This is an optimization exercise on Yosys and OpenROAD, whose aim is small area, a short achievable clock period and few clock cycles per item, not a production implementation. The RTL was checked by simulation tests, not by an equivalence proof against the original design. No activity file was given, so power comes from the tool's default toggle rates.

--- design/flow/config.mk ---
export PLATFORM = sky130hd
export DESIGN_NAME = dither_stream
export DESIGN_NICKNAME = dither_stream
export VERILOG_FILES = /design/flow/design.v
export SDC_FILE = /design/flow/constraint.sdc
export NUM_CORES = 4
export LEC_CHECK = 0
export CAP_MARGIN = 20
export CORE_MARGIN = 2
export CORE_UTILIZATION = 50
export SLEW_MARGIN = 20
--- design/flow/constraint.sdc ---
create_clock -name core_clock -period 32.0 [get_ports {clk}]
set_input_delay 6.4000 -clock core_clock [delete_from_list [all_inputs] [get_ports {clk}]]
set_output_delay 6.4000 -clock core_clock [all_outputs]
set_load 0.01 [all_outputs]
--- design/flow/design.v ---
module dither_stream (
    input  wire        clk,
    input  wire        rst,
    input  wire        start,
    input  wire        mode,
    input  wire [6:0]  width,
    input  wire [15:0] height,
    output reg         busy,
    input  wire        in_valid,
    output wire        in_ready,
    input  wire [7:0]  in_r,
    input  wire [7:0]  in_g,
    input  wire [7:0]  in_b,
    input  wire [7:0]  in_a,
    output reg         out_valid,
    input  wire        out_ready,
    output wire [7:0]  out_r,
    output wire [7:0]  out_g,
    output wire [7:0]  out_b,
    output wire [7:0]  out_a
);
    integer i;
    reg        mode_r;
    reg [6:0]  w_r;
    reg        w_is1, w_is2, w_is3, w_is4, w_ge3;
    reg        sg28, sg16, sg8, sg4, sg2, sg1;    
    wire [6:0] wm1 = w_r - 7'd1;
    wire [6:0] wm2 = w_r - 7'd2;
    wire [6:0] dl  = (w_r >= 7'd5) ? w_r - 7'd5 : 7'd0;
    wire       dl28 = (dl >= 7'd28);
    wire [6:0] dlr = dl28 ? dl - 7'd28 : dl;
    wire       slow = (w_r < 7'd5);
    always @(posedge clk) begin
        if (!busy) begin
            mode_r <= mode;
            w_r    <= width;
        end
        w_is1 <= (w_r == 7'd1);
        w_is2 <= (w_r == 7'd2);
        w_is3 <= (w_r == 7'd3);
        w_is4 <= (w_r == 7'd4);
        w_ge3 <= (w_r >= 7'd3);
        sg28  <= dl28;
        sg16  <= dlr[4];
        sg8   <= dlr[3];
        sg4   <= dlr[2];
        sg2   <= dlr[1];
        sg1   <= dlr[0];
    end
    reg        in_ready_r;
    reg        in_done;
    reg        ir_v;        
    reg        r1_v;        
    reg        r2_v;        
    reg [4:0]  na;          
    reg [4:0]  nq;          
    assign in_ready = in_ready_r;
    wire take  = in_valid && in_ready_r;
    wire pop   = out_valid && out_ready;
    wire start_ok = !busy && start;
    reg [6:0]  px;
    reg [15:0] rows;        
    reg [1:0]  rsat;        
    reg  pl1, pl2, plast;   
    wire px_last  = plast;
    wire row_last = (rows == 16'd1);
    wire is_last   = px_last && row_last;
    wire is_penult = w_is1 ? (rows == 16'd2) : ((px == wm2) && row_last);
    wire take_last = ir_v ? is_penult : is_last;
    wire na1      = na[0] && !na[1];
    wire last_pop = pop && in_done && na1;
    wire busy_n   = start_ok || (busy && !last_pop);
    wire done_n   = !start_ok && (in_done || (take && take_last));
    wire full_n   = !pop && (na[4] || (na[3] && take));
    wire throttle = slow && (take || ir_v);
    wire na_up    = take && !pop;
    wire na_dn    = pop && !take;
    always @(posedge clk) begin
        if (rst) begin
            busy       <= 1'b0;
            in_ready_r <= 1'b0;
            in_done    <= 1'b0;
            ir_v       <= 1'b0;
            r1_v       <= 1'b0;
            r2_v       <= 1'b0;
            na         <= 5'd0;
        end else begin
            busy       <= busy_n;
            in_done    <= done_n;
            in_ready_r <= busy_n && !done_n && !full_n && !throttle;
            ir_v       <= take;
            r1_v       <= ir_v;
            r2_v       <= r1_v;
            if (na_up)
                na <= {na[3:0], 1'b1};
            else if (na_dn)
                na <= {1'b0, na[4:1]};
        end
    end
    always @(posedge clk) begin
        if (!busy) begin
            px    <= 7'd0;
            rows  <= height;
            rsat  <= 2'd0;
            pl1   <= 1'b0;
            pl2   <= 1'b0;
            plast <= (width == 7'd1);
        end else if (ir_v) begin
            if (px_last) begin
                px    <= 7'd0;
                rows  <= rows - 16'd1;
                if (!rsat[1]) rsat <= rsat + 2'd1;
                pl1   <= 1'b0;
                pl2   <= 1'b0;
                plast <= w_is1;
            end else begin
                px    <= px + 7'd1;
                pl1   <= 1'b1;
                pl2   <= pl1;
                plast <= (px == wm2);
            end
        end
    end
    reg [7:0] ir_r, ir_g, ir_b;
    always @(posedge clk) begin
        ir_r <= in_r;
        ir_g <= in_g;
        ir_b <= in_b;
    end
    reg       hq;
    reg [8:0] hg;
    reg [7:0] h2, h3;
    wire       hc  = (hg[2:0] == 3'd7) || (hq && hg[2:0] == 3'd6);
    wire [5:0] h1a = hg[8:3] + {5'd0, hc} - {hq, 5'd0};
    wire [7:0] h1c = mode_r ? hg[7:0] + {6'd0, hq, !hq}
                            : {{2{h1a[5]}}, h1a};
    wire [7:0] pos0 = (r1_v && r2_v) ? h1c : (r1_v || r2_v) ? h2 : h3;
    reg [7:0] r0a, r1a, r2a;
    reg [5:0] r0b, r1b, r3a, r4a;
    function [10:0] enc;
        input       fs;
        input [7:0] a;
        input [5:0] b;
        reg a16, b16;
        begin
            a16 = (a[5:0] == 6'b010000);
            b16 = (b == 6'b010000);
            if (fs)
                enc = {3'b000, a};
            else if (!a16 && !b16)
                enc = {1'b0, a[4:0], b[4:0]};
            else if (a16)
                enc = {2'b10, 3'b000, b};
            else
                enc = {2'b11, 4'b0000, a[4:0]};
        end
    endfunction
    wire [5:0]  bpush = w_is4 ? r3a : (w_is3 ? r2a[5:0] : r4a);
    wire [10:0] head = enc(mode_r, pos0, bpush);
    reg [10:0] s28 [0:27];
    reg [10:0] s16 [0:15];
    reg [10:0] s8  [0:7];
    reg [10:0] s4  [0:3];
    reg [10:0] s2  [0:1];
    reg [10:0] s1;
    wire [10:0] y28 = sg28 ? s28[27] : head;
    wire [10:0] y16 = sg16 ? s16[15] : y28;
    wire [10:0] y8  = sg8  ? s8[7]   : y16;
    wire [10:0] y4  = sg4  ? s4[3]   : y8;
    wire [10:0] y2  = sg2  ? s2[1]   : y4;
    wire [10:0] lo  = sg1  ? s1      : y2;
    always @(posedge clk) begin
        if (ir_v) begin
            s28[0] <= head;
            for (i = 1; i < 28; i = i + 1) s28[i] <= s28[i-1];
            s16[0] <= y28;
            for (i = 1; i < 16; i = i + 1) s16[i] <= s16[i-1];
            s8[0] <= y16;
            for (i = 1; i < 8; i = i + 1) s8[i] <= s8[i-1];
            s4[0] <= y8;
            for (i = 1; i < 4; i = i + 1) s4[i] <= s4[i-1];
            s2[0] <= y4;
            s2[1] <= s2[0];
            s1 <= y2;
        end
    end
    wire [5:0] lo_a6 = lo[10] ? (lo[9] ? {lo[4], lo[4:0]} : 6'b010000)
                              : {lo[9], lo[9:5]};
    wire [5:0] lo_b6 = lo[10] ? (lo[9] ? 6'b010000 : lo[5:0])
                              : {lo[4], lo[4:0]};
    wire [7:0] lo_a  = mode_r ? lo[7:0] : {{2{lo_a6[5]}}, lo_a6};
    always @(posedge clk) begin
        if (ir_v) begin
            r0a <= lo_a;
            r0b <= lo_b6;
            r1a <= r0a;
            r1b <= r0b;
            r2a <= r1a;
            r3a <= r2a[5:0];
            r4a <= r3a;
        end
    end
    wire has_up  = (rsat != 2'd0);
    wire has_up2 = rsat[1];
    wire has_l1  = pl1;
    wire has_l2  = pl2;
    wire has_r1  = !px_last;
    wire [7:0] c_upr = w_is4 ? h3  : (w_is3 ? h2 : r0a);
    wire [7:0] c_up  = w_is4 ? r0a : (w_is3 ? h3 : (w_is2 ? h2 : r1a));
    wire [7:0] c_upl = w_is4 ? r1a : (w_is3 ? r0a : (w_is2 ? h3 : r2a));
    wire [5:0] c_up2 = w_is4 ? r0b  : (w_is3 ? r2a[5:0] : (w_is2 ? r0a[5:0]
                     : (w_is1 ? h2[5:0] : r1b)));
    wire m_upl = has_up && has_l1;
    wire m_up  = has_up && !w_is1;
    wire m_upr = has_up && has_r1 && w_ge3;
    function signed [8:0] val;
        input       fs;
        input [7:0] c;
        begin
            if (fs) val = {c[7] & (c[6:0] != 7'd0), c};
            else    val = {c[7], c};
        end
    endfunction
    wire signed [8:0] e_upl = val(mode_r, c_upl);
    wire signed [8:0] e_up  = val(mode_r, c_up);
    wire signed [8:0] e_upr = val(mode_r, c_upr);
    wire signed [10:0] p5 = (e_up <<< 2) + e_up;
    wire signed [10:0] p3 = (e_upr <<< 1) + e_upr;
    wire [6:0] a1 = (m_upl ? c_upl[6:0] : 7'd0) + (has_up2 ? {c_up2[5], c_up2} : 7'd0);
    wire [6:0] a2 = (m_up  ? c_up[6:0]  : 7'd0);
    wire [6:0] a3 = (m_upr ? c_upr[6:0] : 7'd0);
    wire [6:0] q1 = mode_r ? (m_upl ? {{2{e_upl[8]}}, e_upl[8:4]} : 7'd0) : a1;
    wire [6:0] q2 = mode_r ? (m_up  ? p5[10:4] : 7'd0) : a2;
    wire [6:0] q3 = mode_r ? (m_upr ? p3[10:4] : 7'd0) : a3;
    wire k1 = mode_r && m_upl && (e_upl[3:0] != 4'd0);
    wire k2 = mode_r && m_up  && (e_up[3:0]  != 4'd0);
    wire k3 = mode_r && m_upr && (e_upr[3:0] != 4'd0);
    function [8:0] pchain;
        input [7:0] c;
        input [6:0] q1, q2, q3;
        input       k1, k2, k3;
        reg [9:0] s1, s2, s3;
        reg       i1, i2, i3, z1, z2;
        begin
            s1 = {2'b00, c} + {{3{q1[6]}}, q1};
            i1 = s1[9] & k1;
            z1 = i1 & (s1[7:0] == 8'hff);
            s2 = {2'b00, s1[7:0]} + {{3{q2[6]}}, q2} + {9'd0, i1};
            i2 = (z1 ? q2[6] : s2[9]) & k2;
            z2 = i2 & (s2[7:0] == 8'hff);
            s3 = {2'b00, s2[7:0]} + {{3{q3[6]}}, q3} + {9'd0, i2};
            i3 = (z2 ? q3[6] : s3[9]) & k3;
            pchain = {i3, s3[7:0]};
        end
    endfunction
    wire [8:0] pv_r = pchain(ir_r, q1, q2, q3, k1, k2, k3);
    wire [8:0] pv_g = pchain(ir_g, q1, q2, q3, k1, k2, k3);
    wire [8:0] pv_b = pchain(ir_b, q1, q2, q3, k1, k2, k3);
    wire f_l  = has_l1;
    wire f_u1 = !has_l1 && has_up && w_is1;
    wire f_u2 = !has_l1 && has_up && w_is2;
    wire f_on = f_l || f_u1 || f_u2;
    reg [8:0] v1_r, v1_g, v1_b;
    reg [7:0] fc1;
    always @(posedge clk) begin
        v1_r <= pv_r;
        v1_g <= pv_g;
        v1_b <= pv_b;
        fc1  <= {mode_r && f_u2,                  
                 mode_r && f_u1,                  
                 mode_r && f_l,                   
                 !mode_r && f_on,                 
                 !mode_r && has_l2,               
                 mode_r && (f_u1 || f_u2),        
                 mode_r && f_on,                  
                 1'b0};
    end
    wire [7:0] pv2_r = v1_r[7:0] + {7'd0, v1_r[8]};
    wire [7:0] pv2_g = v1_g[7:0] + {7'd0, v1_g[8]};
    wire [7:0] pv2_b = v1_b[7:0] + {7'd0, v1_b[8]};
    wire a0s_t1 = pv2_r[6] ^ ~pv2_r[4];
    wire a0s_t2 = pv2_r[6] & ~pv2_r[4];
    wire a0s_t3 = pv2_r[7] ^ ~pv2_r[5] ^ ~pv2_r[3];
    wire a0s_t4 = (pv2_r[7] & ~pv2_r[5]) | (pv2_r[7] & ~pv2_r[3]) | (~pv2_r[5] & ~pv2_r[3]);
    wire a0s_t5 = ~pv2_r[6] ^ ~pv2_r[4] ^ pv2_r[2];
    wire a0s_t6 = (~pv2_r[6] & ~pv2_r[4]) | (~pv2_r[6] & pv2_r[2]) | (~pv2_r[4] & pv2_r[2]);
    wire a0s_t7 = ~pv2_r[7] ^ ~pv2_r[5] ^ pv2_r[3];
    wire a0s_t8 = (~pv2_r[7] & ~pv2_r[5]) | (~pv2_r[7] & pv2_r[3]) | (~pv2_r[5] & pv2_r[3]);
    wire a0s_t9 = pv2_r[0] ^ ~pv2_g[6];
    wire a0s_t10 = pv2_r[0] & ~pv2_g[6];
    wire a0s_t11 = ~pv2_r[6] ^ pv2_r[4] ^ pv2_r[1];
    wire a0s_t12 = (~pv2_r[6] & pv2_r[4]) | (~pv2_r[6] & pv2_r[1]) | (pv2_r[4] & pv2_r[1]);
    wire a0s_t13 = ~pv2_g[7] ^ pv2_g[5];
    wire a0s_t14 = ~pv2_g[7] & pv2_g[5];
    wire a0s_t15 = ~pv2_r[7] ^ pv2_r[5] ^ pv2_r[2];
    wire a0s_t16 = (~pv2_r[7] & pv2_r[5]) | (~pv2_r[7] & pv2_r[2]) | (pv2_r[5] & pv2_r[2]);
    wire a0s_t17 = pv2_r[6] ^ pv2_r[3] ^ ~pv2_r[0];
    wire a0s_t18 = (pv2_r[6] & pv2_r[3]) | (pv2_r[6] & ~pv2_r[0]) | (pv2_r[3] & ~pv2_r[0]);
    wire a0s_t19 = pv2_r[7] ^ pv2_r[4] ^ ~pv2_r[1];
    wire a0s_t20 = (pv2_r[7] & pv2_r[4]) | (pv2_r[7] & ~pv2_r[1]) | (pv2_r[4] & ~pv2_r[1]);
    wire a0s_t21 = pv2_g[5] ^ ~pv2_g[2];
    wire a0s_t22 = pv2_g[5] & ~pv2_g[2];
    wire a0s_t23 = pv2_r[5] ^ ~pv2_r[2] ^ pv2_r[0];
    wire a0s_t24 = (pv2_r[5] & ~pv2_r[2]) | (pv2_r[5] & pv2_r[0]) | (~pv2_r[2] & pv2_r[0]);
    wire a0s_t25 = pv2_g[6] ^ ~pv2_g[3];
    wire a0s_t26 = pv2_g[6] & ~pv2_g[3];
    wire a0s_t27 = pv2_r[6] ^ ~pv2_r[3] ^ pv2_r[1];
    wire a0s_t28 = (pv2_r[6] & ~pv2_r[3]) | (pv2_r[6] & pv2_r[1]) | (~pv2_r[3] & pv2_r[1]);
    wire a0s_t29 = pv2_g[7] ^ ~pv2_g[4] ^ ~pv2_g[2];
    wire a0s_t30 = (pv2_g[7] & ~pv2_g[4]) | (pv2_g[7] & ~pv2_g[2]) | (~pv2_g[4] & ~pv2_g[2]);
    wire a0s_t31 = pv2_g[0] ^ pv2_b[7];
    wire a0s_t32 = pv2_g[0] & pv2_b[7];
    wire a0s_t33 = pv2_r[7] ^ ~pv2_r[4] ^ pv2_r[2];
    wire a0s_t34 = (pv2_r[7] & ~pv2_r[4]) | (pv2_r[7] & pv2_r[2]) | (~pv2_r[4] & pv2_r[2]);
    wire a0s_t35 = pv2_r[0] ^ ~pv2_g[5] ^ ~pv2_g[3];
    wire a0s_t36 = (pv2_r[0] & ~pv2_g[5]) | (pv2_r[0] & ~pv2_g[3]) | (~pv2_g[5] & ~pv2_g[3]);
    wire a0s_t37 = pv2_g[1] ^ pv2_b[6];
    wire a0s_t38 = pv2_g[1] & pv2_b[6];
    wire a0s_t39 = ~pv2_r[5] ^ pv2_r[3] ^ pv2_r[1];
    wire a0s_t40 = (~pv2_r[5] & pv2_r[3]) | (~pv2_r[5] & pv2_r[1]) | (pv2_r[3] & pv2_r[1]);
    wire a0s_t41 = ~pv2_g[6] ^ ~pv2_g[4] ^ pv2_g[2];
    wire a0s_t42 = (~pv2_g[6] & ~pv2_g[4]) | (~pv2_g[6] & pv2_g[2]) | (~pv2_g[4] & pv2_g[2]);
    wire a0s_t43 = ~pv2_r[6] ^ pv2_r[4] ^ pv2_r[2];
    wire a0s_t44 = (~pv2_r[6] & pv2_r[4]) | (~pv2_r[6] & pv2_r[2]) | (pv2_r[4] & pv2_r[2]);
    wire a0s_t45 = ~pv2_g[7] ^ ~pv2_g[5];
    wire a0s_t46 = ~pv2_g[7] & ~pv2_g[5];
    wire a0s_t47 = ~pv2_r[7] ^ pv2_r[5];
    wire a0s_t48 = ~pv2_r[7] & pv2_r[5];
    wire a0s_t49 = pv2_r[5] ^ ~pv2_r[3] ^ ~pv2_r[1];
    wire a0s_t50 = (pv2_r[5] & ~pv2_r[3]) | (pv2_r[5] & ~pv2_r[1]) | (~pv2_r[3] & ~pv2_r[1]);
    wire a0s_t51 = ~pv2_r[2] ^ pv2_r[0] ^ ~pv2_g[6];
    wire a0s_t52 = (~pv2_r[2] & pv2_r[0]) | (~pv2_r[2] & ~pv2_g[6]) | (pv2_r[0] & ~pv2_g[6]);
    wire a0s_t53 = ~pv2_g[3] ^ pv2_g[1] ^ ~pv2_b[4];
    wire a0s_t54 = (~pv2_g[3] & pv2_g[1]) | (~pv2_g[3] & ~pv2_b[4]) | (pv2_g[1] & ~pv2_b[4]);
    wire a0s_t55 = pv2_r[1] ^ ~pv2_g[7] ^ ~pv2_g[4];
    wire a0s_t56 = (pv2_r[1] & ~pv2_g[7]) | (pv2_r[1] & ~pv2_g[4]) | (~pv2_g[7] & ~pv2_g[4]);
    wire a0s_t57 = pv2_g[2] ^ ~pv2_b[5] ^ ~pv2_b[1];
    wire a0s_t58 = (pv2_g[2] & ~pv2_b[5]) | (pv2_g[2] & ~pv2_b[1]) | (~pv2_b[5] & ~pv2_b[1]);
    wire a0s_t59 = 1'b1 ^ a0s_t3;
    wire a0s_t60 = 1'b1 & a0s_t3;
    wire a0s_t61 = ~pv2_g[5] ^ pv2_g[3] ^ pv2_g[0];
    wire a0s_t62 = (~pv2_g[5] & pv2_g[3]) | (~pv2_g[5] & pv2_g[0]) | (pv2_g[3] & pv2_g[0]);
    wire a0s_t63 = ~pv2_b[6] ^ ~pv2_b[2] ^ pv2_b[0];
    wire a0s_t64 = (~pv2_b[6] & ~pv2_b[2]) | (~pv2_b[6] & pv2_b[0]) | (~pv2_b[2] & pv2_b[0]);
    wire a0s_t65 = 1'b1 ^ a0s_t5 ^ a0s_t4;
    wire a0s_t66 = (1'b1 & a0s_t5) | (1'b1 & a0s_t4) | (a0s_t5 & a0s_t4);
    wire a0s_t67 = pv2_g[4] ^ pv2_g[1] ^ ~pv2_b[7];
    wire a0s_t68 = (pv2_g[4] & pv2_g[1]) | (pv2_g[4] & ~pv2_b[7]) | (pv2_g[1] & ~pv2_b[7]);
    wire a0s_t69 = ~pv2_b[3] ^ pv2_b[1] ^ 1'b1;
    wire a0s_t70 = (~pv2_b[3] & pv2_b[1]) | (~pv2_b[3] & 1'b1) | (pv2_b[1] & 1'b1);
    wire a0s_t71 = a0s_t7 ^ a0s_t9 ^ a0s_t6;
    wire a0s_t72 = (a0s_t7 & a0s_t9) | (a0s_t7 & a0s_t6) | (a0s_t9 & a0s_t6);
    wire a0s_t73 = pv2_g[2] ^ ~pv2_b[4] ^ pv2_b[2];
    wire a0s_t74 = (pv2_g[2] & ~pv2_b[4]) | (pv2_g[2] & pv2_b[2]) | (~pv2_b[4] & pv2_b[2]);
    wire a0s_t75 = pv2_b[0] ^ 1'b1 ^ a0s_t11;
    wire a0s_t76 = (pv2_b[0] & 1'b1) | (pv2_b[0] & a0s_t11) | (1'b1 & a0s_t11);
    wire a0s_t77 = a0s_t13 ^ a0s_t8 ^ a0s_t10;
    wire a0s_t78 = (a0s_t13 & a0s_t8) | (a0s_t13 & a0s_t10) | (a0s_t8 & a0s_t10);
    wire a0s_t79 = pv2_g[6] ^ pv2_g[3] ^ ~pv2_g[0];
    wire a0s_t80 = (pv2_g[6] & pv2_g[3]) | (pv2_g[6] & ~pv2_g[0]) | (pv2_g[3] & ~pv2_g[0]);
    wire a0s_t81 = ~pv2_b[5] ^ pv2_b[3] ^ pv2_b[1];
    wire a0s_t82 = (~pv2_b[5] & pv2_b[3]) | (~pv2_b[5] & pv2_b[1]) | (pv2_b[3] & pv2_b[1]);
    wire a0s_t83 = a0s_t15 ^ a0s_t12 ^ a0s_t14;
    wire a0s_t84 = (a0s_t15 & a0s_t12) | (a0s_t15 & a0s_t14) | (a0s_t12 & a0s_t14);
    wire a0s_t85 = pv2_g[7] ^ pv2_g[4] ^ ~pv2_g[1];
    wire a0s_t86 = (pv2_g[7] & pv2_g[4]) | (pv2_g[7] & ~pv2_g[1]) | (pv2_g[4] & ~pv2_g[1]);
    wire a0s_t87 = ~pv2_b[6] ^ pv2_b[4] ^ pv2_b[2];
    wire a0s_t88 = (~pv2_b[6] & pv2_b[4]) | (~pv2_b[6] & pv2_b[2]) | (pv2_b[4] & pv2_b[2]);
    wire a0s_t89 = ~pv2_b[0] ^ a0s_t17 ^ a0s_t16;
    wire a0s_t90 = (~pv2_b[0] & a0s_t17) | (~pv2_b[0] & a0s_t16) | (a0s_t17 & a0s_t16);
    wire a0s_t91 = ~pv2_g[0] ^ ~pv2_b[7] ^ pv2_b[5];
    wire a0s_t92 = (~pv2_g[0] & ~pv2_b[7]) | (~pv2_g[0] & pv2_b[5]) | (~pv2_b[7] & pv2_b[5]);
    wire a0s_t93 = pv2_b[3] ^ ~pv2_b[1] ^ 1'b1;
    wire a0s_t94 = (pv2_b[3] & ~pv2_b[1]) | (pv2_b[3] & 1'b1) | (~pv2_b[1] & 1'b1);
    wire a0s_t95 = a0s_t19 ^ a0s_t21 ^ a0s_t18;
    wire a0s_t96 = (a0s_t19 & a0s_t21) | (a0s_t19 & a0s_t18) | (a0s_t21 & a0s_t18);
    wire a0s_t97 = ~pv2_g[1] ^ pv2_b[6] ^ pv2_b[4];
    wire a0s_t98 = (~pv2_g[1] & pv2_b[6]) | (~pv2_g[1] & pv2_b[4]) | (pv2_b[6] & pv2_b[4]);
    wire a0s_t99 = ~pv2_b[2] ^ 1'b1 ^ a0s_t23;
    wire a0s_t100 = (~pv2_b[2] & 1'b1) | (~pv2_b[2] & a0s_t23) | (1'b1 & a0s_t23);
    wire a0s_t101 = a0s_t25 ^ a0s_t20 ^ a0s_t22;
    wire a0s_t102 = (a0s_t25 & a0s_t20) | (a0s_t25 & a0s_t22) | (a0s_t20 & a0s_t22);
    wire a0s_t103 = pv2_b[5] ^ ~pv2_b[3] ^ pv2_b[0];
    wire a0s_t104 = (pv2_b[5] & ~pv2_b[3]) | (pv2_b[5] & pv2_b[0]) | (~pv2_b[3] & pv2_b[0]);
    wire a0s_t105 = 1'b1 ^ a0s_t27 ^ a0s_t29;
    wire a0s_t106 = (1'b1 & a0s_t27) | (1'b1 & a0s_t29) | (a0s_t27 & a0s_t29);
    wire a0s_t107 = a0s_t31 ^ a0s_t24 ^ a0s_t26;
    wire a0s_t108 = (a0s_t31 & a0s_t24) | (a0s_t31 & a0s_t26) | (a0s_t24 & a0s_t26);
    wire a0s_t109 = ~pv2_b[4] ^ pv2_b[1] ^ 1'b1;
    wire a0s_t110 = (~pv2_b[4] & pv2_b[1]) | (~pv2_b[4] & 1'b1) | (pv2_b[1] & 1'b1);
    wire a0s_t111 = a0s_t33 ^ a0s_t35 ^ a0s_t37;
    wire a0s_t112 = (a0s_t33 & a0s_t35) | (a0s_t33 & a0s_t37) | (a0s_t35 & a0s_t37);
    wire a0s_t113 = a0s_t28 ^ a0s_t30 ^ a0s_t32;
    wire a0s_t114 = (a0s_t28 & a0s_t30) | (a0s_t28 & a0s_t32) | (a0s_t30 & a0s_t32);
    wire a0s_t115 = pv2_g[0] ^ pv2_b[7] ^ ~pv2_b[5];
    wire a0s_t116 = (pv2_g[0] & pv2_b[7]) | (pv2_g[0] & ~pv2_b[5]) | (pv2_b[7] & ~pv2_b[5]);
    wire a0s_t117 = pv2_b[2] ^ a0s_t39 ^ a0s_t41;
    wire a0s_t118 = (pv2_b[2] & a0s_t39) | (pv2_b[2] & a0s_t41) | (a0s_t39 & a0s_t41);
    wire a0s_t119 = a0s_t34 ^ a0s_t36 ^ a0s_t38;
    wire a0s_t120 = (a0s_t34 & a0s_t36) | (a0s_t34 & a0s_t38) | (a0s_t36 & a0s_t38);
    wire a0s_t121 = pv2_g[3] ^ pv2_g[1] ^ ~pv2_b[6];
    wire a0s_t122 = (pv2_g[3] & pv2_g[1]) | (pv2_g[3] & ~pv2_b[6]) | (pv2_g[1] & ~pv2_b[6]);
    wire a0s_t123 = pv2_b[3] ^ 1'b1 ^ a0s_t43;
    wire a0s_t124 = (pv2_b[3] & 1'b1) | (pv2_b[3] & a0s_t43) | (1'b1 & a0s_t43);
    wire a0s_t125 = a0s_t45 ^ a0s_t40 ^ a0s_t42;
    wire a0s_t126 = (a0s_t45 & a0s_t40) | (a0s_t45 & a0s_t42) | (a0s_t40 & a0s_t42);
    wire a0s_t127 = pv2_r[3] ^ ~pv2_g[6] ^ pv2_g[4];
    wire a0s_t128 = (pv2_r[3] & ~pv2_g[6]) | (pv2_r[3] & pv2_g[4]) | (~pv2_g[6] & pv2_g[4]);
    wire a0s_t129 = pv2_g[2] ^ ~pv2_b[7] ^ pv2_b[4];
    wire a0s_t130 = (pv2_g[2] & ~pv2_b[7]) | (pv2_g[2] & pv2_b[4]) | (~pv2_b[7] & pv2_b[4]);
    wire a0s_t131 = a0s_t47 ^ a0s_t44 ^ a0s_t46;
    wire a0s_t132 = (a0s_t47 & a0s_t44) | (a0s_t47 & a0s_t46) | (a0s_t44 & a0s_t46);
    wire a0s_t133 = pv2_r[6] ^ pv2_r[4] ^ ~pv2_g[7];
    wire a0s_t134 = (pv2_r[6] & pv2_r[4]) | (pv2_r[6] & ~pv2_g[7]) | (pv2_r[4] & ~pv2_g[7]);
    wire a0s_t135 = pv2_g[5] ^ pv2_g[3] ^ pv2_b[5];
    wire a0s_t136 = (pv2_g[5] & pv2_g[3]) | (pv2_g[5] & pv2_b[5]) | (pv2_g[3] & pv2_b[5]);
    wire a0s_t137 = 1'b1 ^ a0s_t48;
    wire a0s_t138 = 1'b1 & a0s_t48;
    wire a0s_t139 = pv2_r[7] ^ pv2_r[5] ^ pv2_g[6];
    wire a0s_t140 = (pv2_r[7] & pv2_r[5]) | (pv2_r[7] & pv2_g[6]) | (pv2_r[5] & pv2_g[6]);
    wire a0s_t141 = pv2_g[4] ^ pv2_b[6];
    wire a0s_t142 = pv2_g[4] & pv2_b[6];
    wire a0s_t143 = pv2_r[3] ^ ~pv2_r[1];
    wire a0s_t144 = pv2_r[3] & ~pv2_r[1];
    wire a0s_t145 = pv2_r[4] ^ ~pv2_r[2] ^ ~pv2_r[0];
    wire a0s_t146 = (pv2_r[4] & ~pv2_r[2]) | (pv2_r[4] & ~pv2_r[0]) | (~pv2_r[2] & ~pv2_r[0]);
    wire a0s_t147 = ~pv2_g[4] ^ ~pv2_g[1];
    wire a0s_t148 = ~pv2_g[4] & ~pv2_g[1];
    wire a0s_t149 = ~pv2_g[5] ^ ~pv2_g[2] ^ pv2_g[0];
    wire a0s_t150 = (~pv2_g[5] & ~pv2_g[2]) | (~pv2_g[5] & pv2_g[0]) | (~pv2_g[2] & pv2_g[0]);
    wire a0s_t151 = ~pv2_b[3] ^ 1'b1 ^ a0s_t49;
    wire a0s_t152 = (~pv2_b[3] & 1'b1) | (~pv2_b[3] & a0s_t49) | (1'b1 & a0s_t49);
    wire a0s_t153 = ~pv2_b[0] ^ 1'b1 ^ a0s_t1;
    wire a0s_t154 = (~pv2_b[0] & 1'b1) | (~pv2_b[0] & a0s_t1) | (1'b1 & a0s_t1);
    wire a0s_t155 = a0s_t51 ^ a0s_t53 ^ a0s_t50;
    wire a0s_t156 = (a0s_t51 & a0s_t53) | (a0s_t51 & a0s_t50) | (a0s_t53 & a0s_t50);
    wire a0s_t157 = a0s_t2 ^ a0s_t55 ^ a0s_t57;
    wire a0s_t158 = (a0s_t2 & a0s_t55) | (a0s_t2 & a0s_t57) | (a0s_t55 & a0s_t57);
    wire a0s_t159 = a0s_t59 ^ a0s_t52 ^ a0s_t54;
    wire a0s_t160 = (a0s_t59 & a0s_t52) | (a0s_t59 & a0s_t54) | (a0s_t52 & a0s_t54);
    wire a0s_t161 = a0s_t61 ^ a0s_t63 ^ a0s_t65;
    wire a0s_t162 = (a0s_t61 & a0s_t63) | (a0s_t61 & a0s_t65) | (a0s_t63 & a0s_t65);
    wire a0s_t163 = a0s_t56 ^ a0s_t58 ^ a0s_t60;
    wire a0s_t164 = (a0s_t56 & a0s_t58) | (a0s_t56 & a0s_t60) | (a0s_t58 & a0s_t60);
    wire a0s_t165 = a0s_t67 ^ a0s_t69 ^ a0s_t71;
    wire a0s_t166 = (a0s_t67 & a0s_t69) | (a0s_t67 & a0s_t71) | (a0s_t69 & a0s_t71);
    wire a0s_t167 = a0s_t62 ^ a0s_t64 ^ a0s_t66;
    wire a0s_t168 = (a0s_t62 & a0s_t64) | (a0s_t62 & a0s_t66) | (a0s_t64 & a0s_t66);
    wire a0s_t169 = a0s_t73 ^ a0s_t75 ^ a0s_t77;
    wire a0s_t170 = (a0s_t73 & a0s_t75) | (a0s_t73 & a0s_t77) | (a0s_t75 & a0s_t77);
    wire a0s_t171 = a0s_t68 ^ a0s_t70 ^ a0s_t72;
    wire a0s_t172 = (a0s_t68 & a0s_t70) | (a0s_t68 & a0s_t72) | (a0s_t70 & a0s_t72);
    wire a0s_t173 = a0s_t79 ^ a0s_t81 ^ a0s_t83;
    wire a0s_t174 = (a0s_t79 & a0s_t81) | (a0s_t79 & a0s_t83) | (a0s_t81 & a0s_t83);
    wire a0s_t175 = a0s_t74 ^ a0s_t76 ^ a0s_t78;
    wire a0s_t176 = (a0s_t74 & a0s_t76) | (a0s_t74 & a0s_t78) | (a0s_t76 & a0s_t78);
    wire a0s_t177 = a0s_t85 ^ a0s_t87 ^ a0s_t89;
    wire a0s_t178 = (a0s_t85 & a0s_t87) | (a0s_t85 & a0s_t89) | (a0s_t87 & a0s_t89);
    wire a0s_t179 = a0s_t80 ^ a0s_t82 ^ a0s_t84;
    wire a0s_t180 = (a0s_t80 & a0s_t82) | (a0s_t80 & a0s_t84) | (a0s_t82 & a0s_t84);
    wire a0s_t181 = a0s_t91 ^ a0s_t93 ^ a0s_t95;
    wire a0s_t182 = (a0s_t91 & a0s_t93) | (a0s_t91 & a0s_t95) | (a0s_t93 & a0s_t95);
    wire a0s_t183 = a0s_t86 ^ a0s_t88 ^ a0s_t90;
    wire a0s_t184 = (a0s_t86 & a0s_t88) | (a0s_t86 & a0s_t90) | (a0s_t88 & a0s_t90);
    wire a0s_t185 = a0s_t97 ^ a0s_t99 ^ a0s_t101;
    wire a0s_t186 = (a0s_t97 & a0s_t99) | (a0s_t97 & a0s_t101) | (a0s_t99 & a0s_t101);
    wire a0s_t187 = a0s_t92 ^ a0s_t94 ^ a0s_t96;
    wire a0s_t188 = (a0s_t92 & a0s_t94) | (a0s_t92 & a0s_t96) | (a0s_t94 & a0s_t96);
    wire a0s_t189 = a0s_t103 ^ a0s_t105 ^ a0s_t107;
    wire a0s_t190 = (a0s_t103 & a0s_t105) | (a0s_t103 & a0s_t107) | (a0s_t105 & a0s_t107);
    wire a0s_t191 = a0s_t98 ^ a0s_t100 ^ a0s_t102;
    wire a0s_t192 = (a0s_t98 & a0s_t100) | (a0s_t98 & a0s_t102) | (a0s_t100 & a0s_t102);
    wire a0s_t193 = a0s_t109 ^ a0s_t111 ^ a0s_t113;
    wire a0s_t194 = (a0s_t109 & a0s_t111) | (a0s_t109 & a0s_t113) | (a0s_t111 & a0s_t113);
    wire a0s_t195 = a0s_t104 ^ a0s_t106 ^ a0s_t108;
    wire a0s_t196 = (a0s_t104 & a0s_t106) | (a0s_t104 & a0s_t108) | (a0s_t106 & a0s_t108);
    wire a0s_t197 = a0s_t115 ^ a0s_t117 ^ a0s_t119;
    wire a0s_t198 = (a0s_t115 & a0s_t117) | (a0s_t115 & a0s_t119) | (a0s_t117 & a0s_t119);
    wire a0s_t199 = a0s_t110 ^ a0s_t112 ^ a0s_t114;
    wire a0s_t200 = (a0s_t110 & a0s_t112) | (a0s_t110 & a0s_t114) | (a0s_t112 & a0s_t114);
    wire a0s_t201 = a0s_t121 ^ a0s_t123 ^ a0s_t125;
    wire a0s_t202 = (a0s_t121 & a0s_t123) | (a0s_t121 & a0s_t125) | (a0s_t123 & a0s_t125);
    wire a0s_t203 = a0s_t116 ^ a0s_t118 ^ a0s_t120;
    wire a0s_t204 = (a0s_t116 & a0s_t118) | (a0s_t116 & a0s_t120) | (a0s_t118 & a0s_t120);
    wire a0s_t205 = a0s_t127 ^ a0s_t129 ^ a0s_t131;
    wire a0s_t206 = (a0s_t127 & a0s_t129) | (a0s_t127 & a0s_t131) | (a0s_t129 & a0s_t131);
    wire a0s_t207 = a0s_t122 ^ a0s_t124 ^ a0s_t126;
    wire a0s_t208 = (a0s_t122 & a0s_t124) | (a0s_t122 & a0s_t126) | (a0s_t124 & a0s_t126);
    wire a0s_t209 = a0s_t133 ^ a0s_t135 ^ a0s_t137;
    wire a0s_t210 = (a0s_t133 & a0s_t135) | (a0s_t133 & a0s_t137) | (a0s_t135 & a0s_t137);
    wire a0s_t211 = a0s_t128 ^ a0s_t130 ^ a0s_t132;
    wire a0s_t212 = (a0s_t128 & a0s_t130) | (a0s_t128 & a0s_t132) | (a0s_t130 & a0s_t132);
    wire a0s_t213 = 1'b1 ^ a0s_t139 ^ a0s_t141;
    wire a0s_t214 = (1'b1 & a0s_t139) | (1'b1 & a0s_t141) | (a0s_t139 & a0s_t141);
    wire a0s_t215 = a0s_t134 ^ a0s_t136 ^ a0s_t138;
    wire a0s_t216 = (a0s_t134 & a0s_t136) | (a0s_t134 & a0s_t138) | (a0s_t136 & a0s_t138);
    wire a0s_t217 = pv2_r[6] ^ pv2_g[7] ^ pv2_g[5];
    wire a0s_t218 = (pv2_r[6] & pv2_g[7]) | (pv2_r[6] & pv2_g[5]) | (pv2_g[7] & pv2_g[5]);
    wire a0s_t219 = pv2_b[7] ^ a0s_t140 ^ a0s_t142;
    wire a0s_t220 = (pv2_b[7] & a0s_t140) | (pv2_b[7] & a0s_t142) | (a0s_t140 & a0s_t142);
    wire a0s_t221 = pv2_r[7] ^ pv2_g[6];
    wire a0s_t222 = pv2_r[7] & pv2_g[6];
    wire a0s_t223 = pv2_r[2] ^ ~pv2_r[0];
    wire a0s_t224 = pv2_r[2] & ~pv2_r[0];
    wire a0s_t225 = ~pv2_g[3] ^ ~pv2_g[0] ^ ~pv2_b[1];
    wire a0s_t226 = (~pv2_g[3] & ~pv2_g[0]) | (~pv2_g[3] & ~pv2_b[1]) | (~pv2_g[0] & ~pv2_b[1]);
    wire a0s_t227 = ~pv2_b[2] ^ a0s_t145 ^ a0s_t147;
    wire a0s_t228 = (~pv2_b[2] & a0s_t145) | (~pv2_b[2] & a0s_t147) | (a0s_t145 & a0s_t147);
    wire a0s_t229 = a0s_t149 ^ a0s_t151 ^ a0s_t146;
    wire a0s_t230 = (a0s_t149 & a0s_t151) | (a0s_t149 & a0s_t146) | (a0s_t151 & a0s_t146);
    wire a0s_t231 = a0s_t153 ^ a0s_t155 ^ a0s_t150;
    wire a0s_t232 = (a0s_t153 & a0s_t155) | (a0s_t153 & a0s_t150) | (a0s_t155 & a0s_t150);
    wire a0s_t233 = a0s_t157 ^ a0s_t159 ^ a0s_t154;
    wire a0s_t234 = (a0s_t157 & a0s_t159) | (a0s_t157 & a0s_t154) | (a0s_t159 & a0s_t154);
    wire a0s_t235 = a0s_t161 ^ a0s_t163 ^ a0s_t158;
    wire a0s_t236 = (a0s_t161 & a0s_t163) | (a0s_t161 & a0s_t158) | (a0s_t163 & a0s_t158);
    wire a0s_t237 = a0s_t165 ^ a0s_t167 ^ a0s_t162;
    wire a0s_t238 = (a0s_t165 & a0s_t167) | (a0s_t165 & a0s_t162) | (a0s_t167 & a0s_t162);
    wire a0s_t239 = a0s_t169 ^ a0s_t171 ^ a0s_t166;
    wire a0s_t240 = (a0s_t169 & a0s_t171) | (a0s_t169 & a0s_t166) | (a0s_t171 & a0s_t166);
    wire a0s_t241 = a0s_t173 ^ a0s_t175 ^ a0s_t170;
    wire a0s_t242 = (a0s_t173 & a0s_t175) | (a0s_t173 & a0s_t170) | (a0s_t175 & a0s_t170);
    wire a0s_t243 = a0s_t177 ^ a0s_t179 ^ a0s_t174;
    wire a0s_t244 = (a0s_t177 & a0s_t179) | (a0s_t177 & a0s_t174) | (a0s_t179 & a0s_t174);
    wire a0s_t245 = a0s_t181 ^ a0s_t183 ^ a0s_t178;
    wire a0s_t246 = (a0s_t181 & a0s_t183) | (a0s_t181 & a0s_t178) | (a0s_t183 & a0s_t178);
    wire a0s_t247 = a0s_t185 ^ a0s_t187 ^ a0s_t182;
    wire a0s_t248 = (a0s_t185 & a0s_t187) | (a0s_t185 & a0s_t182) | (a0s_t187 & a0s_t182);
    wire a0s_t249 = a0s_t189 ^ a0s_t191 ^ a0s_t186;
    wire a0s_t250 = (a0s_t189 & a0s_t191) | (a0s_t189 & a0s_t186) | (a0s_t191 & a0s_t186);
    wire a0s_t251 = a0s_t193 ^ a0s_t195 ^ a0s_t190;
    wire a0s_t252 = (a0s_t193 & a0s_t195) | (a0s_t193 & a0s_t190) | (a0s_t195 & a0s_t190);
    wire a0s_t253 = a0s_t197 ^ a0s_t199 ^ a0s_t194;
    wire a0s_t254 = (a0s_t197 & a0s_t199) | (a0s_t197 & a0s_t194) | (a0s_t199 & a0s_t194);
    wire a0s_t255 = a0s_t201 ^ a0s_t203 ^ a0s_t198;
    wire a0s_t256 = (a0s_t201 & a0s_t203) | (a0s_t201 & a0s_t198) | (a0s_t203 & a0s_t198);
    wire a0s_t257 = a0s_t205 ^ a0s_t207 ^ a0s_t202;
    wire a0s_t258 = (a0s_t205 & a0s_t207) | (a0s_t205 & a0s_t202) | (a0s_t207 & a0s_t202);
    wire a0s_t259 = a0s_t209 ^ a0s_t211 ^ a0s_t206;
    wire a0s_t260 = (a0s_t209 & a0s_t211) | (a0s_t209 & a0s_t206) | (a0s_t211 & a0s_t206);
    wire a0s_t261 = a0s_t213 ^ a0s_t215 ^ a0s_t210;
    wire a0s_t262 = (a0s_t213 & a0s_t215) | (a0s_t213 & a0s_t210) | (a0s_t215 & a0s_t210);
    wire a0s_t263 = a0s_t217 ^ a0s_t219 ^ a0s_t214;
    wire a0s_t264 = (a0s_t217 & a0s_t219) | (a0s_t217 & a0s_t214) | (a0s_t219 & a0s_t214);
    wire a0s_t265 = 1'b1 ^ a0s_t221 ^ a0s_t218;
    wire a0s_t266 = (1'b1 & a0s_t221) | (1'b1 & a0s_t218) | (a0s_t221 & a0s_t218);
    wire a0s_t267 = pv2_g[7] ^ 1'b1;
    wire a0s_t268 = pv2_g[7] & 1'b1;
    wire a0s_t269 = pv2_r[0] ^ ~pv2_g[0];
    wire a0s_t270 = pv2_r[0] & ~pv2_g[0];
    wire a0s_t271 = pv2_r[1] ^ ~pv2_g[1] ^ 1'b1;
    wire a0s_t272 = (pv2_r[1] & ~pv2_g[1]) | (pv2_r[1] & 1'b1) | (~pv2_g[1] & 1'b1);
    wire a0s_t273 = ~pv2_g[2] ^ ~pv2_b[0] ^ a0s_t223;
    wire a0s_t274 = (~pv2_g[2] & ~pv2_b[0]) | (~pv2_g[2] & a0s_t223) | (~pv2_b[0] & a0s_t223);
    wire a0s_t275 = a0s_t143 ^ a0s_t225 ^ a0s_t224;
    wire a0s_t276 = (a0s_t143 & a0s_t225) | (a0s_t143 & a0s_t224) | (a0s_t225 & a0s_t224);
    wire a0s_t277 = a0s_t144 ^ a0s_t227 ^ a0s_t226;
    wire a0s_t278 = (a0s_t144 & a0s_t227) | (a0s_t144 & a0s_t226) | (a0s_t227 & a0s_t226);
    wire a0s_t279 = a0s_t148 ^ a0s_t229 ^ a0s_t228;
    wire a0s_t280 = (a0s_t148 & a0s_t229) | (a0s_t148 & a0s_t228) | (a0s_t229 & a0s_t228);
    wire a0s_t281 = a0s_t152 ^ a0s_t231 ^ a0s_t230;
    wire a0s_t282 = (a0s_t152 & a0s_t231) | (a0s_t152 & a0s_t230) | (a0s_t231 & a0s_t230);
    wire a0s_t283 = a0s_t156 ^ a0s_t233 ^ a0s_t232;
    wire a0s_t284 = (a0s_t156 & a0s_t233) | (a0s_t156 & a0s_t232) | (a0s_t233 & a0s_t232);
    wire a0s_t285 = a0s_t160 ^ a0s_t235 ^ a0s_t234;
    wire a0s_t286 = (a0s_t160 & a0s_t235) | (a0s_t160 & a0s_t234) | (a0s_t235 & a0s_t234);
    wire a0s_t287 = a0s_t164 ^ a0s_t237 ^ a0s_t236;
    wire a0s_t288 = (a0s_t164 & a0s_t237) | (a0s_t164 & a0s_t236) | (a0s_t237 & a0s_t236);
    wire a0s_t289 = a0s_t168 ^ a0s_t239 ^ a0s_t238;
    wire a0s_t290 = (a0s_t168 & a0s_t239) | (a0s_t168 & a0s_t238) | (a0s_t239 & a0s_t238);
    wire a0s_t291 = a0s_t172 ^ a0s_t241 ^ a0s_t240;
    wire a0s_t292 = (a0s_t172 & a0s_t241) | (a0s_t172 & a0s_t240) | (a0s_t241 & a0s_t240);
    wire a0s_t293 = a0s_t176 ^ a0s_t243 ^ a0s_t242;
    wire a0s_t294 = (a0s_t176 & a0s_t243) | (a0s_t176 & a0s_t242) | (a0s_t243 & a0s_t242);
    wire a0s_t295 = a0s_t180 ^ a0s_t245 ^ a0s_t244;
    wire a0s_t296 = (a0s_t180 & a0s_t245) | (a0s_t180 & a0s_t244) | (a0s_t245 & a0s_t244);
    wire a0s_t297 = a0s_t184 ^ a0s_t247 ^ a0s_t246;
    wire a0s_t298 = (a0s_t184 & a0s_t247) | (a0s_t184 & a0s_t246) | (a0s_t247 & a0s_t246);
    wire a0s_t299 = a0s_t188 ^ a0s_t249 ^ a0s_t248;
    wire a0s_t300 = (a0s_t188 & a0s_t249) | (a0s_t188 & a0s_t248) | (a0s_t249 & a0s_t248);
    wire a0s_t301 = a0s_t192 ^ a0s_t251 ^ a0s_t250;
    wire a0s_t302 = (a0s_t192 & a0s_t251) | (a0s_t192 & a0s_t250) | (a0s_t251 & a0s_t250);
    wire a0s_t303 = a0s_t196 ^ a0s_t253 ^ a0s_t252;
    wire a0s_t304 = (a0s_t196 & a0s_t253) | (a0s_t196 & a0s_t252) | (a0s_t253 & a0s_t252);
    wire a0s_t305 = a0s_t200 ^ a0s_t255 ^ a0s_t254;
    wire a0s_t306 = (a0s_t200 & a0s_t255) | (a0s_t200 & a0s_t254) | (a0s_t255 & a0s_t254);
    wire a0s_t307 = a0s_t204 ^ a0s_t257 ^ a0s_t256;
    wire a0s_t308 = (a0s_t204 & a0s_t257) | (a0s_t204 & a0s_t256) | (a0s_t257 & a0s_t256);
    wire a0s_t309 = a0s_t208 ^ a0s_t259 ^ a0s_t258;
    wire a0s_t310 = (a0s_t208 & a0s_t259) | (a0s_t208 & a0s_t258) | (a0s_t259 & a0s_t258);
    wire a0s_t311 = a0s_t212 ^ a0s_t261 ^ a0s_t260;
    wire a0s_t312 = (a0s_t212 & a0s_t261) | (a0s_t212 & a0s_t260) | (a0s_t261 & a0s_t260);
    wire a0s_t313 = a0s_t216 ^ a0s_t263 ^ a0s_t262;
    wire a0s_t314 = (a0s_t216 & a0s_t263) | (a0s_t216 & a0s_t262) | (a0s_t263 & a0s_t262);
    wire a0s_t315 = a0s_t220 ^ a0s_t265 ^ a0s_t264;
    wire a0s_t316 = (a0s_t220 & a0s_t265) | (a0s_t220 & a0s_t264) | (a0s_t265 & a0s_t264);
    wire a0s_t317 = a0s_t222 ^ a0s_t267 ^ a0s_t266;
    wire a0s_t318 = (a0s_t222 & a0s_t267) | (a0s_t222 & a0s_t266) | (a0s_t267 & a0s_t266);
    wire a0s_t319 = 1'b1 ^ a0s_t268;
    wire a0s_t320 = 1'b1 & a0s_t268;
    wire [26:0] a0s_a = {1'b1, a0s_t319, a0s_t317, a0s_t315, a0s_t313, a0s_t311, a0s_t309, a0s_t307, a0s_t305, a0s_t303, a0s_t301, a0s_t299, a0s_t297, a0s_t295, a0s_t293, a0s_t291, a0s_t289, a0s_t287, a0s_t285, a0s_t283, a0s_t281, a0s_t279, a0s_t277, a0s_t275, a0s_t273, a0s_t271, 1'b1};
    wire [26:0] a0s_b = {a0s_t320, a0s_t318, a0s_t316, a0s_t314, a0s_t312, a0s_t310, a0s_t308, a0s_t306, a0s_t304, a0s_t302, a0s_t300, a0s_t298, a0s_t296, a0s_t294, a0s_t292, a0s_t290, a0s_t288, a0s_t286, a0s_t284, a0s_t282, a0s_t280, a0s_t278, a0s_t276, a0s_t274, a0s_t272, a0s_t270, a0s_t269};
    wire [26:0] a0s = a0s_a + a0s_b;
    reg [26:0] a0k;
    reg [7:0]  v2_r, v2_g, v2_b;
    reg [7:0]  fc2;
    always @(posedge clk) begin
        a0k  <= a0s;
        v2_r <= pv2_r;
        v2_g <= pv2_g;
        v2_b <= pv2_b;
        fc2  <= fc1;
    end
    wire fx1 = fc2[7], fx2 = fc2[6], fx3 = fc2[5], fa1 = fc2[4], fa2 = fc2[3];
    wire fy  = fc2[2], fc = fc2[1];
    wire [13:0] g14 = {{5{hg[8]}}, hg};
    wire [13:0] ea2 = {{4{h2[5]}}, h2[5:0], 4'd0};
    wire [13:0] kx = ({14{fx1}} & (g14 << 1)) | ({14{fx2}} & (g14 << 2))
                   | ({14{fx3}} & (g14 << 3)) | ({14{fa1}} & {g14[12:3], 4'd0});
    wire [13:0] ky = ({14{fy}} & g14) | ({14{fx3}} & ~g14) | ({14{fa2}} & ea2);
    wire [13:0] kz = ({14{fx1}} & (hq ? 14'h3d06 : 14'h0003))    
                   | ({14{fx2}} & (hq ? 14'h3b0a : 14'h0005))    
                   | ({14{fx3}} & (hq ? 14'h390f : 14'h0008))    
                   | ({14{fa1}} & ({hq, hq, hq, hq, hq, 9'd0} | {9'd0, hc, 4'd0}));   
    wire [13:0] ks = kx ^ ky ^ kz;
    wire [13:0] kc = ((kx & ky) | (kx & kz) | (ky & kz)) << 1;
    wire [4:0]  k4 = {1'b0, ks[3:0]} + {1'b0, kc[3:0]};
    wire        c4 = k4[4];
    wire        fcor = fc && (hq ? (hg[3:0] != 4'he) : (hg[3:0] != 4'hf));
    function [26:0] adj;
        input [7:0]  v;
        input [13:0] xs, xc;
        input        fcr;
        input [26:0] a256n, a1, a257, a256;
        reg   [13:0] a, s, c, t;
        reg          hi, ng, m1;
        begin
            a  = {2'b00, v, 4'b0000};
            s  = a ^ xs ^ xc;
            c  = ((a & xs) | (a & xc) | (xs & xc)) << 1;
            t  = s + c;
            hi = !t[13] && t[12];
            ng = t[13];
            m1 = (t[13:4] == 10'h3ff);
            adj = ({27{hi}} & a256n)
                | ({27{ng && m1 && fcr}} & a1)
                | ({27{ng && !m1 && fcr}} & a257)
                | ({27{ng && !fcr}} & a256);
        end
    endfunction
    wire [26:0] j_r = adj(v2_r, ks, kc, fcor, 27'h6cdd300, 27'h001322d, 27'h1335f2d, 27'h1322d00);
    wire [26:0] j_g = adj(v2_g, ks, kc, fcor, 27'h5a6e900, 27'h0025917, 27'h25b7017, 27'h2591700);
    wire [26:0] j_b = adj(v2_b, ks, kc, fcor, 27'h78b4400, 27'h00074bc, 27'h07530bc, 27'h074bc00);
    wire [26:0] t_ks = {ks[12:4], 18'd0};
    wire [26:0] t_kc = {kc[12:4], 18'd0};
    wire [26:0] fs1a = a0k ^ t_ks ^ t_kc;
    wire [26:0] fc1a = (((a0k & t_ks) | (a0k & t_kc) | (t_ks & t_kc)) << 1) | {8'd0, c4, 18'd0};
    wire [26:0] fs1b = j_r ^ j_g ^ j_b;
    wire [26:0] fc1b = ((j_r & j_g) | (j_r & j_b) | (j_g & j_b)) << 1;
    wire [26:0] fs2  = fs1a ^ fc1a ^ fs1b;
    wire [26:0] fc2x = ((fs1a & fc1a) | (fs1a & fs1b) | (fc1a & fs1b)) << 1;
    wire [26:0] fs3  = fs2 ^ fc2x ^ fc1b;
    wire [26:0] fc3  = ((fs2 & fc2x) | (fs2 & fc1b) | (fc2x & fc1b)) << 1;
    wire [26:0] lsum = fs3 + fc3;
    wire [8:0] gm1  = lsum[26:18];
    wire       q_hi = !gm1[8] && gm1[7];
    always @(posedge clk) begin
        if (r2_v) begin
            hq <= q_hi;
            hg <= gm1;
            h2 <= h1c;
            h3 <= h2;
        end
    end
    reg [7:0] qa [0:4];
    reg [4:0] qkn;           
    wire [5:0] nae = {na, 1'b1} & ~{1'b0, na};    
    wire [5:0] nqe = {nq, 1'b1} & ~{1'b0, nq};
    wire nq_up = r2_v && !pop;
    wire nq_dn = pop && !r2_v;
    always @(posedge clk) begin
        for (i = 0; i < 5; i = i + 1) begin
            if (pop ? nae[i + 1] : nae[i])
                qa[i] <= in_a;
            else if (pop)
                qa[i] <= (i < 4) ? qa[(i + 1) % 5] : qa[i];
            if (r2_v && (pop ? nqe[i + 1] : nqe[i]))
                qkn[i] <= !q_hi;
            else if (pop)
                qkn[i] <= (i < 4) ? qkn[(i + 1) % 5] : qkn[i];
        end
    end
    always @(posedge clk) begin
        if (rst) begin
            nq        <= 5'd0;
            out_valid <= 1'b0;
        end else begin
            if (nq_up)
                nq <= {nq[3:0], 1'b1};
            else if (nq_dn)
                nq <= {1'b0, nq[4:1]};
            out_valid <= r2_v || nq[1] || (nq[0] && !pop);
        end
    end
    assign out_r = 8'd0;
    assign out_g = {8{qkn[0]}};
    assign out_b = {qkn[0], 2'b00, qkn[0], qkn[0], qkn[0], 2'b00};
    assign out_a = qa[0];
endmodule
--- design/flow/flow/run.sh ---
#!/bin/bash
# Layout flow: the standard synthesis and ORFS flow, with
#  - the timing repair steps (floorplan, CTS, global route) aiming for a
#    setup slack of MARGIN ns instead of 0, so that they size and buffer
#    the critical paths for a shorter period than the design's (the
#    constraints themselves are unchanged);
#  - the port buffers made of buf_2 cells instead of the delay buffers
#    buffer_ports picks by default (every port still gets its buffer).
set -euo pipefail
W=$(pwd)
MARGIN=$(cat "$W/flow/margin.txt")
bash standard.sh synth > "$W/synth.log" 2>&1
make -C "$FLOW_HOME" DESIGN_CONFIG="$W/config.mk" WORK_HOME="$W/orfs" CLKGATE_MAP_FILE= \
    SYNTH_SCRIPT="$W/synth_recipe.tcl" SETUP_SLACK_MARGIN="$MARGIN" \
    BUFFER_PORTS_ARGS="-buffer_cell sky130_fd_sc_hd__buf_2" finish > "$W/layout.log" 2>&1
bash standard.sh finish > "$W/final_def.log" 2>&1
--- design/flow/flow/margin.txt ---
23
--- design/flow/standard.sh ---
#!/bin/bash
# synth_recipe.tcl (not shown) runs the flow's synth.tcl, then flattens the netlist and writes it again
# the make line also repeats each setting of config.mk as NAME=value (left out here)
make -C /OpenROAD-flow-scripts/flow DESIGN_CONFIG=/design/flow/config.mk WORK_HOME=/design/flow/orfs CLKGATE_MAP_FILE= SYNTH_SCRIPT=/design/flow/synth_recipe.tcl "${@:-finish}"
==> results by group, run 1 <==
Routing
  – Routed Antenna Nets: 0
  – TritonRoute pass-1 iters: 7
  – Total Wirelength: around 99000 µm
  – Routed via count: roughly 27000
  – Wirelength per Cell: between 15 and 20 µm
  – Via density: around 5.4
  – Initial drt markers: around 1900
  – Drt drc: 0

Power
  – Sequential power share: between 30% and 40%
  – Gate power share: a little under two fifths
  – Int Pwr: between 2000 and 3000 µW
  – Max IR drop VDD: 0.112 mV
  – P per Cell Area: between 70 and 80 nW/µm²
  – Sw Pwr: between 1000 and 1500 µW
  – Clock share of power: around 27%
  – Lkg Pwr: between 0.02 and 0.025 µW
  – Sw frac: between 30% and 40%

Critical path
  – Slowest CP cell: fa_2
  – Worst endpoint data arrival time: roughly 8900 ps
  – Setup CP Type: reg -> reg
  – Critical Path Start Type: flip-flop
  – CP Data Required Time: approximately 32000 ps
  – Reg2Reg Launch Point: fc2[7]
  – Crit path from: fc2[7]
  – Element type at the critical path end: flip-flop
  – Delay-heaviest family, CP: adder cells
  – Crit Path Max Fanout: 11
  – Slowest stage delay, CP: about 650 ps
  – Worst Path Buf+Inv: 2

Floorplan
  – FP Rows: around 110
  – Die Y: 311 µm
  – Initial Util: about half
  – Die width: 311 µm
  – CORE AREA: 93200 µm²
  – Die area: 96400 µm²
  – # IOs: 96

Clock tree
  – TritonCTS Buffers: 95
  – Max clock buf depth: 3
  – Worst-skew pair later-pin latency: 680 ps
  – H-tree depth: 3
  – Num Clock Sinks: around 950
  – Hold-fix buffers, CTS: 0
  – Worst-path clk slew: around 60 ps
  – Root buffer cell: clkbuf_16
  – CTS tree: done

Global route
  – GRT Residual Overflow: 0
  – Antenna violations before repair: 0
  – Largest net degree at the start of global routing: 89
  – Vias in the first global route: 27489
  – GRT Total Usage: around a fifth
  – First-pass GRT wire length: approximately 160000 µm

Cells and area
  – Synth-to-Final Area Change: 11.1%
  – Filler Cells Inserted: 7611
  – Nets: ~4200
  – Commonest non-fill, non-tap cell in the layout: edfxtp_1
  – Final Instance Count excl. Fillers: between 5000 and 6000
  – Share of post-route cells with drive strength above 1: around 11%
  – Commonest cells after routing, fill and taps aside: 793 x edfxtp_1, 377 x inv_1, 269 x ha_1
  – Finished Core Util: between 50% and 60%
  – ANT cells: 0

Hold path
  – Hold wc startpoint: fc1[2]
  – Hold crit path type: reg -> reg

Timing
  – Worst clock skew: roughly 31 ps
  – Fmax achieved: between 100 and 150 MHz
  – Final slew viol count: 0
  – Hold Vio Cnt, Final: 0
  – Tmin final: 8530 ps
  – Tcrit/Tclk final: a little over a quarter
  – Worst-margin pin slew: around 1100 ps
  – Setup tns final: 0 ps
  – WHS: approximately 330 ps
  – Setup violations, final: 0
  – Relative slew slack: just under 30%
  – RSZ-0062 raised after global routing: yes

Yosys
  – Synth unique cells: about 100
  – Yosys warns: 7
  – Avg Cell Area, Syn: 13.3 µm²
  – EDFF count, synth: 793
  – Synth Register Bits: approximately 950
  – Top_reg_cell synth: edfxtp_1
  – Post-synth ARST share: 0%
  – Register area share after synthesis: a little under three fifths
  – Cells after synthesis: approximately 3500
  – Mapped Area: roughly 47000 µm²

Placed design
  – RD Place Congestion: 0.906
  – PortBufs: 83
  – Post-detailed-placement half-perimeter wirelength: slightly above 70000 µm
  – Placed cells: about 4800

Run
  – Max Cap Viol: 0

Outcome
  – Status: finished clean
## synthesized netlist by cell type, types with 33 or more instances
cell type | count | area, µm²
edfxtp_1 | 793 | 23800
inv_1 | 378 | 1420
ha_1 | 269 | 3370
nor2_1 | 254 | 953
fa_1 | 229 | 4580
nand2_1 | 162 | 608
a21oi_1 | 157 | 786
dfxtp_1 | 155 | 3100
o21ai_0 | 138 | 691
xnor2_1 | 116 | 1020
mux2i_1 | 62 | 621
mux2_2 | 58 | 653
clkbuf_1 | 54 | 203
xor2_1 | 53 | 464
nor3_1 | 50 | 250
a21o_1 | 40 | 300
nand2b_1 | 38 | 238
nor2b_1 | 37 | 231
o21a_1 | 33 | 248
## metrics by stage
stage / total power (µW) / setup slack, ps / instance area [µm²]
detailed placement: 3020 / 22750 / 48800
finish: 4100 / 23470 / 52200
floorplan: 2620 / 23810 / 47000
global route: 4390 / 23000 / 52200
global placement: 3000 / 22960 / 48800
CTS: 4160 / 23150 / 52000
## state kept, by name, summed over array words and instances, names as in the netlist, 9 cells and up
signal  flops
qa         40
rows       16
s1         11
hg          9
s16       176
a0k        27
v1_r        9
s8         88
s28       308
v1_b        9
s4         44
s2         22
v1_g        9
## cells by family after synthesis
group	Yosys count	synth area share, %
flops	948	57.3
buf+inv	482	4.15
other cells	1	0.00798
mux	136	3.22
compound gates	584	8.12
simple gates	705	7.11
fa+ha+maj	498	16.9
xor+xnor	170	3.19
## power by group through the flow
stage	sequential, µW	clock [µW]	combinational, µW
after floorplan	1480	0	1140
after global placement	1490	0	1510
after detailed placement	1490	0	1530
after CTS	1470	1140	1550
after global routing	1470	1190	1730
final	1460	1110	1530
## final timing paths
check | end | slack (ps) | cells after the start
max | qkn[1] | 23470 | 28
min | fc2[2] | 330 | 0
max reg2reg | qkn[1] | 23470 | 28
min reg2reg | fc2[2] | 330 | 0
## area by class of cell
class | count | area [µm²] | share of cell area [%]
sequential | 948 | 26900 | 51.6
multi-input combinational | 2105 | 18200 | 34.9
clock buffer | 121 | 2580 | 4.95
tap | 1254 | 1570 | 3.01
inverter | 383 | 1440 | 2.76
timing repair buffer | 135 | 847 | 1.62
clock inverter | 58 | 592 | 1.13
## repair_timing
item | 4_1_cts | 5_1_grt
cloned | 0 | 0
endpoints found under the hold margin | 0 | 0
pin swaps | 0 | 6
resized for setup | 3 | 21
endpoints found under the setup margin | 8 | 16
setup buffers | 0 | 12
## per-layer routing
| metal | track usage, % | vias up | routed length, µm |
|---|---|---|---|
| met1 | 27.4 | 13342 | 43900 |
| met4 | 6.64 | 0 | 2990 |
| met3 | 2.74 | 186 | 3260 |
| li1 | - | 12762 | - |
| met5 | 0 | - | 0 |
| met2 | 35.1 | 555 | 48700 |
Testbench counts, summed over its fixed seeds: cycles 32,928, pixels 32,768.
==> run 2, diff against run 1 <==
--- a/design/flow/config.mk
+++ b/design/flow/config.mk
@@ -8,4 +8,6 @@
 export CAP_MARGIN = 20
 export CORE_MARGIN = 2
 export CORE_UTILIZATION = 50
+export CTS_CLUSTER_DIAMETER = 60
+export CTS_CLUSTER_SIZE = 20
 export SLEW_MARGIN = 20
==> run 2 against run 1 <==
Sequential power about the same. Critical path depth did not move. Routed wire length fell by 0.87%. Count of clock-buffer cells in the layout decreased by 37. Design area decreased by 1.1%. Sequential share of layout area increased by 0.58 points. Final cell count down 0.94%. Combinational power about the same. Non-clock buffer count unchanged. First-iteration DRC count is 0.21% lower. Largest power group unchanged. Register-to-register slack better by 60 ps. Synthesized cell count unchanged.
==> results by group, run 2 <==
Yosys
  – Synth unique cells: 98
  – Area contributors post-synth: edfxtp_1 51%, fa_1 9.8%, ha_1 7.2%, dfxtp_1 6.6%, inv_1 3.0%
  – Count leader, synth: edfxtp_1
  – Cell accounting for the most synthesized area: edfxtp_1
  – Top_reg_cell synth: edfxtp_1
  – Synth Register Bits: about 950
  – Yosys warns: 7
  – Mapped Area: approximately 47000 µm²
  – Avg Cell Area, Syn: ~13 µm²
  – Cells after synthesis: 3524
  – Synth cell count leaders: 793 x edfxtp_1, 378 x inv_1, 269 x ha_1
  – EDFF count, synth: around 790
  – Post-synth ARST share: 0%
  – Synth top area share: 50.7%
  – Register area share after synthesis: between 50 and 60%

Floorplan
  – Initial Util: between 50% and 60%
  – # IOs: 96
  – Die Y: 311 µm
  – FP Rows: around 110
  – Die width: 311 µm
  – Die area: between 90000 and 100000 µm²
  – CORE AREA: between 90000 and 100000 µm²

Routing
  – Drt drc: 0
  – Routed Antenna Nets: 0
  – Total Wirelength: 98000 µm
  – Wirelength per Cell: ~20 µm
  – TritonRoute pass-1 iters: 8
  – Routed via count: 26697
  – Via density: around 5.4
  – Initial drt markers: 1899

Placed design
  – PortBufs: between 80 and 90
  – RD Place Congestion: roughly 0.9
  – Post-detailed-placement half-perimeter wirelength: around 71000 µm
  – Placed cells: about 4800

Clock tree
  – TritonCTS Buffers: 74
  – Max clock buf depth: 3
  – H-tree depth: 3
  – Hold-fix buffers, CTS: 0
  – CTS tree: done
  – Root buffer cell: clkbuf_16
  – Worst-skew pair later-pin latency: roughly 650 ps
  – Num Clock Sinks: roughly 950
  – Worst-path clk slew: 60 ps

Timing
  – Final slew viol count: 0
  – Worst-margin pin slew: between 1000 and 1500 ps
  – RSZ-0062 raised after global routing: no
  – Hold Vio Cnt, Final: 0
  – Relative slew slack: between 20% and 30%
  – Fmax achieved: around 120 MHz
  – Setup violations, final: 0
  – Tmin final: roughly 8500 ps
  – Worst clock skew: around 55 ps
  – Tcrit/Tclk final: 26.5%
  – Setup tns final: 0 ps

Critical path
  – Slowest stage delay, CP: 680 ps
  – Setup CP Type: reg -> reg
  – CP Data Required Time: 32360 ps
  – Worst endpoint data arrival time: slightly below 9000 ps
  – Worst Path Buf+Inv: 2
  – Slowest CP cell: fa_2
  – Element type at the critical path end: flip-flop
  – Critical Path Start Type: flip-flop
  – Delay-heaviest family, CP: adder cells
  – Crit Path Max Fanout: 7

Global route
  – GRT Residual Overflow: 0
  – Largest net degree at the start of global routing: 89
  – GRT Total Usage: 20.4%
  – First-pass GRT wire length: around 150000 µm
  – Antenna violations before repair: 0
  – Vias in the first global route: 27238

Cells and area
  – Commonest non-fill, non-tap cell in the layout: edfxtp_1
  – Commonest cells after routing, fill and taps aside: 793 x edfxtp_1, 377 x inv_1, 269 x ha_1
  – Max reg flops: 308
  – Largest registers: s28: 308 flops, s16: 176 flops, s8: 88 flops
  – ANT cells: 0
  – Most flop-heavy register: s28
  – Final Instance Count excl. Fillers: about 5000
  – Synth-to-Final Area Change: 9.84%
  – Share of post-route cells with drive strength above 1: a little over a tenth
  – Nets: around 4200

Power
  – Max IR drop VDD: about 0.11 mV
  – Lkg Pwr: 0.0201 µW
  – P per Cell Area: 76.8 nW/µm²

Outcome
  – Status: finished clean

Run
  – Max Cap Viol: 0

Hold path
  – Hold crit path type: reg -> reg
[run 2: area by class of cell]
class	count	area [µm²]
flip-flops and latches	948	26900
well taps	1254	1570
inverters	383	1440
clock inverters	48	692
fillers	7667	41600
repair buffers	135	843
clock buffers	84	1900
multi-input cells	2105	18200
[run 2: power by group]
part | total [µW] | switching (µW) | internal [µW]
Combinational | 1530 | 878 | 656
Sequential | 1460 | 38.2 | 1420
Clock | 970 | 456 | 514
Total | 3970 | 1370 | 2590
[run 2: routing by layer]
| layer | track usage, % | part of all wire (%) | wire length [µm] |
|---|---|---|---|
| met2 | 34.9 | 49 | 48300 |
| met5 | 0 | 0 | 0 |
| met4 | 6.22 | 2.9 | 2810 |
| met1 | 27.2 | 44 | 43500 |
| met3 | 2.63 | 3.4 | 3360 |
[run 2: path summary, 6_finish.rpt]
kind	from	end	slack (ps)	cells after the start
min reg2reg	fc1[2]	fc2[2]	330	0
min	fc1[2]	fc2[2]	330	0
max	hq	qkn[0]	23530	28
max reg2reg	hq	qkn[0]	23530	28
[run 2: repair_timing]
action                                 in CTS  in global routing
setup buffers                               0                 12
pin swaps                                   0                  6
endpoints found under the hold margin       0                  0
setup endpoints to repair                   8                 16
resized for setup                           3                 21
[run 2: stage by stage]
step / util [%] / worst slack (ps) / area [µm²] / total power, µW / hold slack, ps
after floorplan: - / 23810 / 47000 / 2620 / 310
after global placement: 52.4 / 22960 / 48800 / 3000 / 314
after detailed placement: 52.4 / 22750 / 48800 / 3020 / 316
after CTS: 55.2 / 23150 / 51400 / 4020 / 330
after global routing: 55.4 / 23020 / 51600 / 4240 / 349
final: 55.4 / 23530 / 51600 / 3970 / 329
[run 2: cell families (layout without fill, tap and decap cells)]
family | Yosys count | in the layout | share of synthesized area [%]
buf+inv | 482 | 650 | 4.15
other cells | 1 | 12 | 0.00798
flops | 948 | 948 | 57.3
xor+xnor | 170 | 170 | 3.19
simple gates | 705 | 705 | 7.11
mux | 136 | 136 | 3.22
compound gates | 584 | 584 | 8.12
fa+ha+maj | 498 | 498 | 16.9

-- what the ideal ports hide --
How much do the figures lean on ideal ports? The routed layouts below were timed once more, with nothing changed but the port constraints. Step 1, drivers: a clkbuf_16 drives clk and a buf_2 each remaining input, both assumed. Step 2 also shifts input and output timing later by t, the mid clock arrival at the registers, as if the neighbouring blocks saw the same clock. Slacks: ideal ports / drivers / drivers and shift; pairs: ideal ports / drivers.
run | t (ns) | setup slack, ns | latest minus earliest clock arrival (ns) | slew at the worst register clock pin (ns)
run 1 | 0.730 | 23.472 / 23.472 / 23.299 | 0.032 / 0.032 | 0.07 / 0.07
run 2 | 0.700 | 23.534 / 23.534 / 23.340 | 0.055 / 0.055 | 0.08 / 0.08
After both steps every run listed still meets setup and hold. For run 2, which loses most, drivers alone change the setup slack by 0.000 ns; drivers and shift together by -0.194 ns.
